This design comes from an exercise in tuning for small area on the open sky130 flow, not from production work.
RTL that was checked went through simulation tests only; none was proved equivalent to the original.

==> 05-27 <==
## tfac_core
module tfac_core (
    input  wire        clk,
    input  wire        rst,               
    input  wire        cfg_decode_halt,   
    input  wire        cfg_mem_halt,      
    input  wire [3:0]  bp_en,
    input  wire [63:0] bp_addr,           
    input  wire        resume,            
    output wire        paused,
    output wire        halted,
    output reg         ram_req,
    output reg         ram_we,
    output reg  [12:0] ram_addr,
    output reg  [15:0] ram_wdata,
    input  wire        ram_gnt,
    input  wire [15:0] ram_rdata,         
    output reg         cin_req,
    output reg         cin_int,           
    input  wire        cin_valid,
    input  wire        cin_eof,
    input  wire [15:0] cin_data,
    output reg         cout_valid,
    output reg         cout_int,          
    output reg  [15:0] cout_data,
    input  wire        cout_ready,
    output reg         diag_valid,
    output reg  [2:0]  diag_code,
    output reg  [15:0] diag_addr,
    output reg  [15:0] diag_data,
    input  wire [3:0]  dbg_sel,
    output wire [15:0] dbg_data,
    output wire        flag_z,
    output wire        flag_c,
    output wire [15:0] ir
);
    localparam S_CLR    = 4'd0;    
    localparam S_FETCH  = 4'd1;    
    localparam S_EX     = 4'd2;    
    localparam S_SH     = 4'd3;    
    localparam S_WB     = 4'd4;    
    localparam S_ACCF   = 4'd5;    
    localparam S_RDF    = 4'd6;    
    localparam S_DEC    = 4'd7;    
    localparam S_LD     = 4'd8;    
    localparam S_LDP    = 4'd9;    
    localparam S_ACCD   = 4'd10;   
    localparam S_RDD    = 4'd11;   
    localparam S_END    = 4'd12;   
    localparam S_PAUSED = 4'd13;
    localparam S_HALTED = 4'd14;
    localparam A_ADD = 2'd0, A_SUB = 2'd1, A_AND = 2'd2, A_OR = 2'd3;
  ...
clock: 10.0 ns
lec_check: 0
abc_area: 1
cap_margin: 20
core_margin: 2
core_utilization: 40
cts_buf_list: sky130_fd_sc_hd__clkbuf_8
cts_cluster_diameter: 60
cts_cluster_size: 16
place_density: 0.6
slew_margin: 20
standard.sh (not shown) runs the stock make flow with config.mk's settings and CLKGATE_MAP_FILE= SYNTH_SCRIPT=/design/flow/synth_recipe.tcl, a recipe that flattens the netlist after the stock synthesis.
==> flow/flow/run.sh <==
#!/bin/bash
# The standard layout, with the smallest plain buffer (buf_1) as the
# buffer that ORFS puts on every input and output port.
set -euo pipefail
export BUFFER_PORTS_ARGS="-buffer_cell sky130_fd_sc_hd__buf_1"
bash standard.sh > standard.log 2>&1
==> 04-03 (differences from 05-27) <==
--- a/flow/design.v
+++ b/flow/design.v
@@ -53,44 +53,44 @@
     output wire [15:0] ir
 );
     localparam S_CLR    = 4'd0;    
     localparam S_FETCH  = 4'd1;    
     localparam S_EX     = 4'd2;    
     localparam S_SH     = 4'd3;    
     localparam S_WB     = 4'd4;    
-    localparam S_ACCF   = 4'd5;    
-    localparam S_RDF    = 4'd6;    
-    localparam S_DEC    = 4'd7;    
-    localparam S_LD     = 4'd8;    
-    localparam S_LDP    = 4'd9;    
+    localparam S_LD     = 4'd5;    
+    localparam S_ACCF   = 4'd6;    
+    localparam S_RDF    = 4'd7;    
+    localparam S_DEC    = 4'd8;    
+    localparam S_END    = 4'd9;    
     localparam S_ACCD   = 4'd10;   
     localparam S_RDD    = 4'd11;   
-    localparam S_END    = 4'd12;   
-    localparam S_PAUSED = 4'd13;
-    localparam S_HALTED = 4'd14;
+    localparam S_PAUSED = 4'd12;
+    localparam S_HALTED = 4'd13;
     localparam A_ADD = 2'd0, A_SUB = 2'd1, A_AND = 2'd2, A_OR = 2'd3;
     localparam B_DATA = 3'd0, B_I6 = 3'd1, B_I8 = 3'd2, B_ZERO = 3'd3, B_ONE = 3'd4;
     reg [15:0] ring [0:15];
     reg        z_q, c_q;
     reg [15:0] ir_q;
-    reg [15:0] addr_q;
-    reg [15:0] data_q;
+    reg [15:0] t_q;
+    reg [5:0]  sh_q;       
+    reg        sh_hi;      
     reg [3:0]  state;
     reg [2:0]  ph;
     reg        run;
     reg        cy;
     reg        bp_hit;
     reg        mem_diag;
     wire stopped = (state == S_PAUSED) || (state == S_HALTED);
     assign paused = (state == S_PAUSED);
     assign halted = (state == S_HALTED);
     assign flag_z = z_q;
     assign flag_c = c_q;
     assign ir     = ir_q;
-    wire in_pass = (state <= S_WB);
+    wire in_pass = (state <= S_LD);
     wire active  = in_pass && (run || ph == 3'd0);
     wire last    = (ph == 3'd7);
     wire [3:0]  op    = ir_q[3:0];
     wire [3:0]  f74   = ir_q[7:4];
     wire [3:0]  f118  = ir_q[11:8];
     wire [3:0]  f1512 = ir_q[15:12];
     wire [3:0]  rd3   = {1'b0, ir_q[6:4]};
@@ -122,45 +122,44 @@
     end
     wire [15:0] imm6 = {{10{ir_q[15]}}, ir_q[15:10]};
     wire [15:0] imm8 = {{8{ir_q[15]}}, ir_q[15:8]};
     wire [1:0]  imm6_b = imm6[{ph, 1'b0} +: 2];
     wire [1:0]  imm8_b = imm8[{ph, 1'b0} +: 2];
     wire acc_we   = (state == S_ACCD) && (is_str || is_push);
     wire in_acc   = (state == S_ACCF) || (state == S_ACCD);
-    wire acc_ram  = (addr_q[15:13] == 3'b000);
-    wire io_page  = (addr_q[15:2] == 14'h3C00);
-    wire acc_cin  = io_page && !acc_we && !addr_q[0];
-    wire acc_cout = io_page &&  acc_we &&  addr_q[0];
+    wire acc_ram  = (t_q[15:13] == 3'b000);
+    wire io_page  = (t_q[15:2] == 14'h3C00);
+    wire acc_cin  = io_page && !acc_we && !t_q[0];
+    wire acc_cout = io_page &&  acc_we &&  t_q[0];
     wire acc_bad  = !acc_ram && !acc_cin && !acc_cout;
     wire        rd_ram   = (state == S_RDF) || (state == S_RDD);
     wire        m_cin    = in_acc && acc_cin && cin_valid && !cin_eof;
     wire [15:0] memval   = ({16{rd_ram}} & ram_rdata) |
-                           ({{8{m_cin && addr_q[1]}}, {8{m_cin}}} & cin_data);
+                           ({{8{m_cin && t_q[1]}}, {8{m_cin}}} & cin_data);
     wire        acc_done_rd = in_acc && !acc_we && ((acc_cin && cin_valid) || acc_bad);
     reg  [3:0]  isel, wsel;
     reg         a_zero;
     reg  [2:0]  b_src;
     reg  [1:0]  aop;
     reg         cin0;
     reg         r_we;
     reg         addr_ld, addr_res;
-    reg         data_reg, data_mem;
+    reg         data_mem;
     reg         z_acc, c_upd;
     reg  [3:0]  nstate;
     always @* begin
         isel     = 4'd15;
         wsel     = f74;
         a_zero   = 1'b0;
         b_src    = B_ZERO;
         aop      = A_ADD;
         cin0     = 1'b0;
         r_we     = 1'b0;
         addr_ld  = 1'b0;
         addr_res = 1'b0;
-        data_reg = 1'b0;
         data_mem = 1'b0;
         z_acc    = 1'b0;
         c_upd    = 1'b0;
         nstate   = state;
         case (state)
             S_CLR: begin
                 if (last) nstate = S_FETCH;
@@ -176,15 +175,15 @@
                 if (acc_ram) begin
                     if (ram_gnt) nstate = S_RDF;
                 end else if (acc_done_rd)
                     nstate = S_DEC;
             end
             S_RDF: nstate = S_DEC;
             S_DEC: begin
-                nstate   = S_LD;
+                nstate   = (is_alu4 || is_cmpr || is_shift) ? S_LD : S_EX;
                 if (illegal)
                     nstate = cfg_decode_halt ? S_HALTED : S_END;
                 else if (is_halt)
                     nstate = S_HALTED;
             end
             S_EX: begin
                 if (last) nstate = S_END;
@@ -193,16 +192,15 @@
                     b_src  = B_DATA;
                     aop    = is_cmpr ? A_SUB : (op - 4'h5);
                     cin0   = is_cmpr || (op == 4'h6);
                     r_we   = !is_cmpr;
                     z_acc  = 1'b1;
                     c_upd  = 1'b1;
                 end else if (is_shift) begin
-                    isel    = f1512;
-                    addr_ld = 1'b1;
+                    isel    = f1512;           
                     if (last) nstate = S_SH;
                 end else if (is_aluI) begin
                     isel   = rn3;
                     b_src  = B_I6;
                     aop    = op[0] ? A_ADD : A_SUB;
                     cin0   = !op[0];
                     r_we   = 1'b1;
@@ -235,15 +233,15 @@
                     b_src    = B_ONE;
                     aop      = A_SUB;
                     cin0     = 1'b1;
                     r_we     = 1'b1;
                     wsel     = 4'd14;
                     addr_ld  = 1'b1;
                     addr_res = 1'b1;
-                    if (last) nstate = S_LDP;
+                    if (last) nstate = S_ACCD;
                 end else begin  
                     isel     = 4'd14;
                     b_src    = B_ONE;
                     r_we     = 1'b1;
                     wsel     = 4'd14;
                     addr_ld  = 1'b1;
                     if (last) nstate = S_ACCD;
@@ -253,24 +251,20 @@
                 a_zero = 1'b1;
                 b_src  = B_DATA;
                 r_we   = 1'b1;
                 z_acc  = 1'b1;
                 if (last) nstate = S_END;
             end
             S_LD: begin
-                isel     = is_shift ? f118 : is_str ? rd3 : f1512;
-                data_reg = last;
+                isel    = is_shift ? f118 : f1512;
+                addr_ld = 1'b1;
                 if (last) nstate = S_EX;
             end
-            S_LDP: begin
-                isel     = f118;
-                data_reg = last;
-                if (last) nstate = S_ACCD;
-            end
             S_ACCD: begin
+                isel = is_str ? rd3 : f118;    
                 if (acc_ram) begin
                     if (ram_gnt) nstate = acc_we ? S_END : S_RDD;
                 end else if (acc_cout) begin
                     if (cout_ready) nstate = S_END;
                 end else if (acc_we) begin
                     nstate = S_END;         
                 end else if (acc_done_rd) begin
@@ -311,25 +305,25 @@
         qs = 16'h0000;
         for (q = 0; q < 16; q = q + 1)
             qs = qs | (ring[q] & {16{rsel == q}});
     end
     wire [31:0] qq = {qs, qs} << {ph, 1'b0};
     wire [15:0] xv = qq[31:16];         
     assign dbg_data = xv;
-    wire [4:0] sh_n    = addr_q[4:0];
-    wire       sh_kill = (addr_q[15:5] != 11'd0) || (sh_n > 5'd16);
+    wire [4:0] sh_n    = sh_q[4:0];
+    wire       sh_kill = sh_q[5] || sh_hi || (sh_n > 5'd16);
     wire       shl     = op[0];
     wire       in_sh   = (state == S_SH);
     wire [5:0] i0      = {2'b00, ph, 1'b0};
     wire [5:0] pos0    = !in_sh ? i0 : shl ? i0 - {1'b0, sh_n} : i0 + {1'b0, sh_n};
     wire [5:0] pos1    = !in_sh ? i0 + 6'd1 : shl ? i0 + 6'd1 - {1'b0, sh_n} : i0 + 6'd1 + {1'b0, sh_n};
-    wire [1:0] data_b  = {data_q[pos1[3:0]] && (pos1[5:4] == 2'b00),
-                          data_q[pos0[3:0]] && (pos0[5:4] == 2'b00)};
+    wire [1:0] data_b  = {t_q[pos1[3:0]] && (pos1[5:4] == 2'b00),
+                          t_q[pos0[3:0]] && (pos0[5:4] == 2'b00)};
     wire       sh_c    = (sh_n != 5'd0) && !sh_kill &&
-                         (shl ? data_q[pos0[3:0]] : data_q[pos1[3:0]]);
+                         (shl ? t_q[pos0[3:0]] : t_q[pos1[3:0]]);
     reg [1:0] a_b, b_b;
     always @* begin
         a_b = a_zero ? 2'b00 : qs[1:0];
         case (b_src)
             B_DATA:  b_b = (in_sh && sh_kill) ? 2'b00 : data_b;
             B_I6:    b_b = imm6_b;
             B_I8:    b_b = imm8_b;
@@ -349,60 +343,66 @@
         for (r = 0; r < 16; r = r + 1) begin
             if (active && (clr || (r_we && wsel == r)))
                 ring[r] <= {(r == 14) ? ins14 : ins[1], ins[0], ring[r][15:2]};
             else
                 ring[r] <= {ring[r][1:0], ring[r][15:2]};
         end
     end
-    wire [1:0] addr_in = addr_res ? res : qs[1:0];
+    wire [1:0]  addr_in = addr_res ? res : qs[1:0];
     integer j;
     always @(posedge clk) begin
         for (j = 0; j < 16; j = j + 1)
-            if (active && addr_ld && (ph == (j >> 1)))
-                addr_q[j] <= addr_in[j & 1];
+            if (data_mem)
+                t_q[j] <= memval[j];
+            else if (active && addr_ld && (ph == (j >> 1)))
+                t_q[j] <= addr_in[j & 1];
     end
+    wire ex_sh = active && (state == S_EX) && is_shift;
     always @(posedge clk) begin
-        if (data_reg || data_mem)
-            data_q <= data_mem ? memval : {qs[1:0], qs[15:2]};
+        if (ex_sh && ph == 3'd0) sh_q[1:0] <= qs[1:0];
+        if (ex_sh && ph == 3'd1) sh_q[3:2] <= qs[1:0];
+        if (ex_sh && ph == 3'd2) sh_q[5:4] <= qs[1:0];
+        if (ex_sh)
+            sh_hi <= (ph == 3'd3) ? (qs[1:0] != 2'b00) : (sh_hi || (qs[1:0] != 2'b00));
     end
     always @* begin
         ram_req    = in_acc && acc_ram;
         ram_we     = acc_we;
-        ram_addr   = addr_q[12:0];
-        ram_wdata  = data_q;
+        ram_addr   = t_q[12:0];
+        ram_wdata  = xv;
         cin_req    = in_acc && acc_cin;
-        cin_int    = addr_q[1];
+        cin_int    = t_q[1];
         cout_valid = in_acc && acc_cout;
-        cout_int   = addr_q[1];
-        cout_data  = addr_q[1] ? data_q : {8'h00, data_q[7:0]};
-        diag_addr  = addr_q;
+        cout_int   = t_q[1];
+        cout_data  = t_q[1] ? xv : {8'h00, xv[7:0]};
+        diag_addr  = t_q;
         diag_valid = 1'b0;
         diag_code  = 3'd2;
         diag_data  = 16'h0000;
         if (state == S_DEC) begin
             diag_valid = illegal;
             diag_code  = 3'd1;
             diag_data  = ir_q;
         end else if (in_acc) begin
             if (acc_bad) begin
                 diag_valid = 1'b1;
                 diag_code  = acc_we ? 3'd3 : 3'd2;
-                diag_data  = acc_we ? data_q : 16'h0000;
+                diag_data  = acc_we ? xv : 16'h0000;
             end else if (acc_cin && cin_valid && cin_eof) begin
                 diag_valid = 1'b1;
                 diag_code  = 3'd4;
             end
         end
     end
     reg bp_m;
     integer k;
     always @* begin
         bp_m = 1'b0;
         for (k = 0; k < 4; k = k + 1)
-            if (bp_en[k] && (bp_addr[16*k +: 16] == addr_q))
+            if (bp_en[k] && (bp_addr[16*k +: 16] == t_q))
                 bp_m = 1'b1;
     end
     always @(posedge clk) begin
         if ((state == S_RDF) || ((state == S_ACCF) && acc_done_rd))
             ir_q <= memval;
         if (state == S_ACCF)
             bp_hit <= bp_m;
==> flow/flow/run.sh (replaced) <==
#!/bin/bash
# The standard layout (standard.sh) with two changes:
#  - ABC maps the logic with flow/area.abc (the &nf mapper with area
#    recovery) instead of ORFS's abc_area.script; the synthesis script is
#    otherwise synth_recipe.tcl unchanged, so the registers are the same;
#  - the buffer that ORFS puts on every input and output port is buf_1.
# Each tool's full output is in standard.log and in orfs/logs/.
set -euo pipefail
W=$PWD
{
  printf 'proc abc {args} { set i [lsearch $args -script]; if {$i >= 0} { lset args [expr {$i + 1}] %s }; yosys abc {*}$args }\n' "$W/flow/area.abc"
  cat "$W/synth_recipe.tcl"
} > "$W/area_synth.tcl"
sed "s#SYNTH_SCRIPT=[^ ]*synth_recipe\.tcl#SYNTH_SCRIPT=$W/area_synth.tcl#" "$W/standard.sh" > "$W/area_standard.sh"
grep -q "SYNTH_SCRIPT=$W/area_synth.tcl" "$W/area_standard.sh"
export BUFFER_PORTS_ARGS="-buffer_cell sky130_fd_sc_hd__buf_1"
bash "$W/area_standard.sh" > "$W/standard.log" 2>&1
==> flow/flow/area.abc (new file) <==
strash
dc2
dc2
&get -n
&dch -f
&nf -R 1000 -p
&put
&get -n
&dch -f
&nf -R 1000 -p
&put
topo
dnsize -c
CAP_MARGIN = 5   (was 20)
CORE_UTILIZATION = 60   (was 40)
PLACE_DENSITY = 0.75   (was 0.6)
SLEW_MARGIN = 5   (was 20)
==> 05-10 (differences from 05-27) <==
--- a/flow/design.v
+++ b/flow/design.v
@@ -57,27 +57,27 @@
     localparam S_EX     = 4'd2;    
     localparam S_SH     = 4'd3;    
     localparam S_WB     = 4'd4;    
     localparam S_ACCF   = 4'd5;    
     localparam S_RDF    = 4'd6;    
     localparam S_DEC    = 4'd7;    
     localparam S_LD     = 4'd8;    
-    localparam S_LDP    = 4'd9;    
+    localparam S_END    = 4'd9;    
     localparam S_ACCD   = 4'd10;   
     localparam S_RDD    = 4'd11;   
-    localparam S_END    = 4'd12;   
-    localparam S_PAUSED = 4'd13;
-    localparam S_HALTED = 4'd14;
+    localparam S_PAUSED = 4'd12;
+    localparam S_HALTED = 4'd13;
     localparam A_ADD = 2'd0, A_SUB = 2'd1, A_AND = 2'd2, A_OR = 2'd3;
     localparam B_DATA = 3'd0, B_I6 = 3'd1, B_I8 = 3'd2, B_ZERO = 3'd3, B_ONE = 3'd4;
     reg [15:0] ring [0:15];
     reg        z_q, c_q;
     reg [15:0] ir_q;
-    reg [15:0] addr_q;
-    reg [15:0] data_q;
+    reg [15:0] t_q;
+    reg [5:0]  sh_q;       
+    reg        sh_hi;      
     reg [3:0]  state;
     reg [2:0]  ph;
     reg        run;
     reg        cy;
     reg        bp_hit;
     reg        mem_diag;
     wire stopped = (state == S_PAUSED) || (state == S_HALTED);
@@ -122,23 +122,23 @@
     end
     wire [15:0] imm6 = {{10{ir_q[15]}}, ir_q[15:10]};
     wire [15:0] imm8 = {{8{ir_q[15]}}, ir_q[15:8]};
     wire [1:0]  imm6_b = imm6[{ph, 1'b0} +: 2];
     wire [1:0]  imm8_b = imm8[{ph, 1'b0} +: 2];
     wire acc_we   = (state == S_ACCD) && (is_str || is_push);
     wire in_acc   = (state == S_ACCF) || (state == S_ACCD);
-    wire acc_ram  = (addr_q[15:13] == 3'b000);
-    wire io_page  = (addr_q[15:2] == 14'h3C00);
-    wire acc_cin  = io_page && !acc_we && !addr_q[0];
-    wire acc_cout = io_page &&  acc_we &&  addr_q[0];
+    wire acc_ram  = (t_q[15:13] == 3'b000);
+    wire io_page  = (t_q[15:2] == 14'h3C00);
+    wire acc_cin  = io_page && !acc_we && !t_q[0];
+    wire acc_cout = io_page &&  acc_we &&  t_q[0];
     wire acc_bad  = !acc_ram && !acc_cin && !acc_cout;
     wire        rd_ram   = (state == S_RDF) || (state == S_RDD);
     wire        m_cin    = in_acc && acc_cin && cin_valid && !cin_eof;
     wire [15:0] memval   = ({16{rd_ram}} & ram_rdata) |
-                           ({{8{m_cin && addr_q[1]}}, {8{m_cin}}} & cin_data);
+                           ({{8{m_cin && t_q[1]}}, {8{m_cin}}} & cin_data);
     wire        acc_done_rd = in_acc && !acc_we && ((acc_cin && cin_valid) || acc_bad);
     reg  [3:0]  isel, wsel;
     reg         a_zero;
     reg  [2:0]  b_src;
     reg  [1:0]  aop;
     reg         cin0;
     reg         r_we;
@@ -193,16 +193,15 @@
                     b_src  = B_DATA;
                     aop    = is_cmpr ? A_SUB : (op - 4'h5);
                     cin0   = is_cmpr || (op == 4'h6);
                     r_we   = !is_cmpr;
                     z_acc  = 1'b1;
                     c_upd  = 1'b1;
                 end else if (is_shift) begin
-                    isel    = f1512;
-                    addr_ld = 1'b1;
+                    isel    = f1512;           
                     if (last) nstate = S_SH;
                 end else if (is_aluI) begin
                     isel   = rn3;
                     b_src  = B_I6;
                     aop    = op[0] ? A_ADD : A_SUB;
                     cin0   = !op[0];
                     r_we   = 1'b1;
@@ -235,15 +234,15 @@
                     b_src    = B_ONE;
                     aop      = A_SUB;
                     cin0     = 1'b1;
                     r_we     = 1'b1;
                     wsel     = 4'd14;
                     addr_ld  = 1'b1;
                     addr_res = 1'b1;
-                    if (last) nstate = S_LDP;
+                    if (last) nstate = S_ACCD;
                 end else begin  
                     isel     = 4'd14;
                     b_src    = B_ONE;
                     r_we     = 1'b1;
                     wsel     = 4'd14;
                     addr_ld  = 1'b1;
                     if (last) nstate = S_ACCD;
@@ -253,24 +252,20 @@
                 a_zero = 1'b1;
                 b_src  = B_DATA;
                 r_we   = 1'b1;
                 z_acc  = 1'b1;
                 if (last) nstate = S_END;
             end
             S_LD: begin
-                isel     = is_shift ? f118 : is_str ? rd3 : f1512;
+                isel     = is_shift ? f118 : f1512;
                 data_reg = last;
                 if (last) nstate = S_EX;
             end
-            S_LDP: begin
-                isel     = f118;
-                data_reg = last;
-                if (last) nstate = S_ACCD;
-            end
             S_ACCD: begin
+                isel = is_str ? rd3 : f118;    
                 if (acc_ram) begin
                     if (ram_gnt) nstate = acc_we ? S_END : S_RDD;
                 end else if (acc_cout) begin
                     if (cout_ready) nstate = S_END;
                 end else if (acc_we) begin
                     nstate = S_END;         
                 end else if (acc_done_rd) begin
@@ -311,25 +306,25 @@
         qs = 16'h0000;
         for (q = 0; q < 16; q = q + 1)
             qs = qs | (ring[q] & {16{rsel == q}});
     end
     wire [31:0] qq = {qs, qs} << {ph, 1'b0};
     wire [15:0] xv = qq[31:16];         
     assign dbg_data = xv;
-    wire [4:0] sh_n    = addr_q[4:0];
-    wire       sh_kill = (addr_q[15:5] != 11'd0) || (sh_n > 5'd16);
+    wire [4:0] sh_n    = sh_q[4:0];
+    wire       sh_kill = sh_q[5] || sh_hi || (sh_n > 5'd16);
     wire       shl     = op[0];
     wire       in_sh   = (state == S_SH);
     wire [5:0] i0      = {2'b00, ph, 1'b0};
     wire [5:0] pos0    = !in_sh ? i0 : shl ? i0 - {1'b0, sh_n} : i0 + {1'b0, sh_n};
     wire [5:0] pos1    = !in_sh ? i0 + 6'd1 : shl ? i0 + 6'd1 - {1'b0, sh_n} : i0 + 6'd1 + {1'b0, sh_n};
-    wire [1:0] data_b  = {data_q[pos1[3:0]] && (pos1[5:4] == 2'b00),
-                          data_q[pos0[3:0]] && (pos0[5:4] == 2'b00)};
+    wire [1:0] data_b  = {t_q[pos1[3:0]] && (pos1[5:4] == 2'b00),
+                          t_q[pos0[3:0]] && (pos0[5:4] == 2'b00)};
     wire       sh_c    = (sh_n != 5'd0) && !sh_kill &&
-                         (shl ? data_q[pos0[3:0]] : data_q[pos1[3:0]]);
+                         (shl ? t_q[pos0[3:0]] : t_q[pos1[3:0]]);
     reg [1:0] a_b, b_b;
     always @* begin
         a_b = a_zero ? 2'b00 : qs[1:0];
         case (b_src)
             B_DATA:  b_b = (in_sh && sh_kill) ? 2'b00 : data_b;
             B_I6:    b_b = imm6_b;
             B_I8:    b_b = imm8_b;
@@ -349,60 +344,67 @@
         for (r = 0; r < 16; r = r + 1) begin
             if (active && (clr || (r_we && wsel == r)))
                 ring[r] <= {(r == 14) ? ins14 : ins[1], ins[0], ring[r][15:2]};
             else
                 ring[r] <= {ring[r][1:0], ring[r][15:2]};
         end
     end
-    wire [1:0] addr_in = addr_res ? res : qs[1:0];
+    wire [1:0]  addr_in = addr_res ? res : qs[1:0];
+    wire [15:0] t_par   = data_mem ? memval : {qs[1:0], qs[15:2]};
     integer j;
     always @(posedge clk) begin
         for (j = 0; j < 16; j = j + 1)
-            if (active && addr_ld && (ph == (j >> 1)))
-                addr_q[j] <= addr_in[j & 1];
+            if (data_reg || data_mem)
+                t_q[j] <= t_par[j];
+            else if (active && addr_ld && (ph == (j >> 1)))
+                t_q[j] <= addr_in[j & 1];
     end
+    wire ex_sh = active && (state == S_EX) && is_shift;
     always @(posedge clk) begin
-        if (data_reg || data_mem)
-            data_q <= data_mem ? memval : {qs[1:0], qs[15:2]};
+        if (ex_sh && ph == 3'd0) sh_q[1:0] <= qs[1:0];
+        if (ex_sh && ph == 3'd1) sh_q[3:2] <= qs[1:0];
+        if (ex_sh && ph == 3'd2) sh_q[5:4] <= qs[1:0];
+        if (ex_sh)
+            sh_hi <= (ph == 3'd3) ? (qs[1:0] != 2'b00) : (sh_hi || (qs[1:0] != 2'b00));
     end
     always @* begin
         ram_req    = in_acc && acc_ram;
         ram_we     = acc_we;
-        ram_addr   = addr_q[12:0];
-        ram_wdata  = data_q;
+        ram_addr   = t_q[12:0];
+        ram_wdata  = xv;
         cin_req    = in_acc && acc_cin;
-        cin_int    = addr_q[1];
+        cin_int    = t_q[1];
         cout_valid = in_acc && acc_cout;
-        cout_int   = addr_q[1];
-        cout_data  = addr_q[1] ? data_q : {8'h00, data_q[7:0]};
-        diag_addr  = addr_q;
+        cout_int   = t_q[1];
+        cout_data  = t_q[1] ? xv : {8'h00, xv[7:0]};
+        diag_addr  = t_q;
         diag_valid = 1'b0;
         diag_code  = 3'd2;
         diag_data  = 16'h0000;
         if (state == S_DEC) begin
             diag_valid = illegal;
             diag_code  = 3'd1;
             diag_data  = ir_q;
         end else if (in_acc) begin
             if (acc_bad) begin
                 diag_valid = 1'b1;
                 diag_code  = acc_we ? 3'd3 : 3'd2;
-                diag_data  = acc_we ? data_q : 16'h0000;
+                diag_data  = acc_we ? xv : 16'h0000;
             end else if (acc_cin && cin_valid && cin_eof) begin
                 diag_valid = 1'b1;
                 diag_code  = 3'd4;
             end
         end
     end
     reg bp_m;
     integer k;
     always @* begin
         bp_m = 1'b0;
         for (k = 0; k < 4; k = k + 1)
-            if (bp_en[k] && (bp_addr[16*k +: 16] == addr_q))
+            if (bp_en[k] && (bp_addr[16*k +: 16] == t_q))
                 bp_m = 1'b1;
     end
     always @(posedge clk) begin
         if ((state == S_RDF) || ((state == S_ACCF) && acc_done_rd))
             ir_q <= memval;
         if (state == S_ACCF)
             bp_hit <= bp_m;
==> notes <==
Sequential share of layout area: 04-03 > 05-27 > 05-10.
Fmax: 04-03 < 05-10 < 05-27.
The lowest die area belongs to 04-03, the highest to 05-10.
Register-to-register slack, highest first: 05-27, 05-10, 04-03.
In critical path depth, 05-10 and 05-27 do not differ.
Only the layout flow was run in 05-27; the RTL was not checked for function there.

static timing again, ports no longer ideal:
The results above use ideal ports. As a check the final layouts listed here were re-extracted and re-timed, cells and wires unchanged.
Step 1 (the two cells are an assumption about what drives the block):
set clk [get_ports {clk}]
set_driving_cell -lib_cell sky130_fd_sc_hd__clkbuf_16 $clk
set_driving_cell -lib_cell sky130_fd_sc_hd__buf_2 [delete_from_list [all_inputs] $clk]
Step 2 also shifts input and output timing later by t, the mid clock arrival at the registers, as if the neighbouring blocks saw the same clock.
Slacks: ideal ports / drivers / drivers and shift; pairs: ideal ports / drivers.
run	t, ns	setup slack, ns	worst slew at a driven data input, ns
05-27	0.663	2.823 / 2.779 / 3.396	0.06
04-03	0.628	0.705 / 0.661 / 1.289	0.06
05-10	0.676	2.428 / 2.378 / 3.055	0.05
After both steps setup and hold are still met in every run listed.
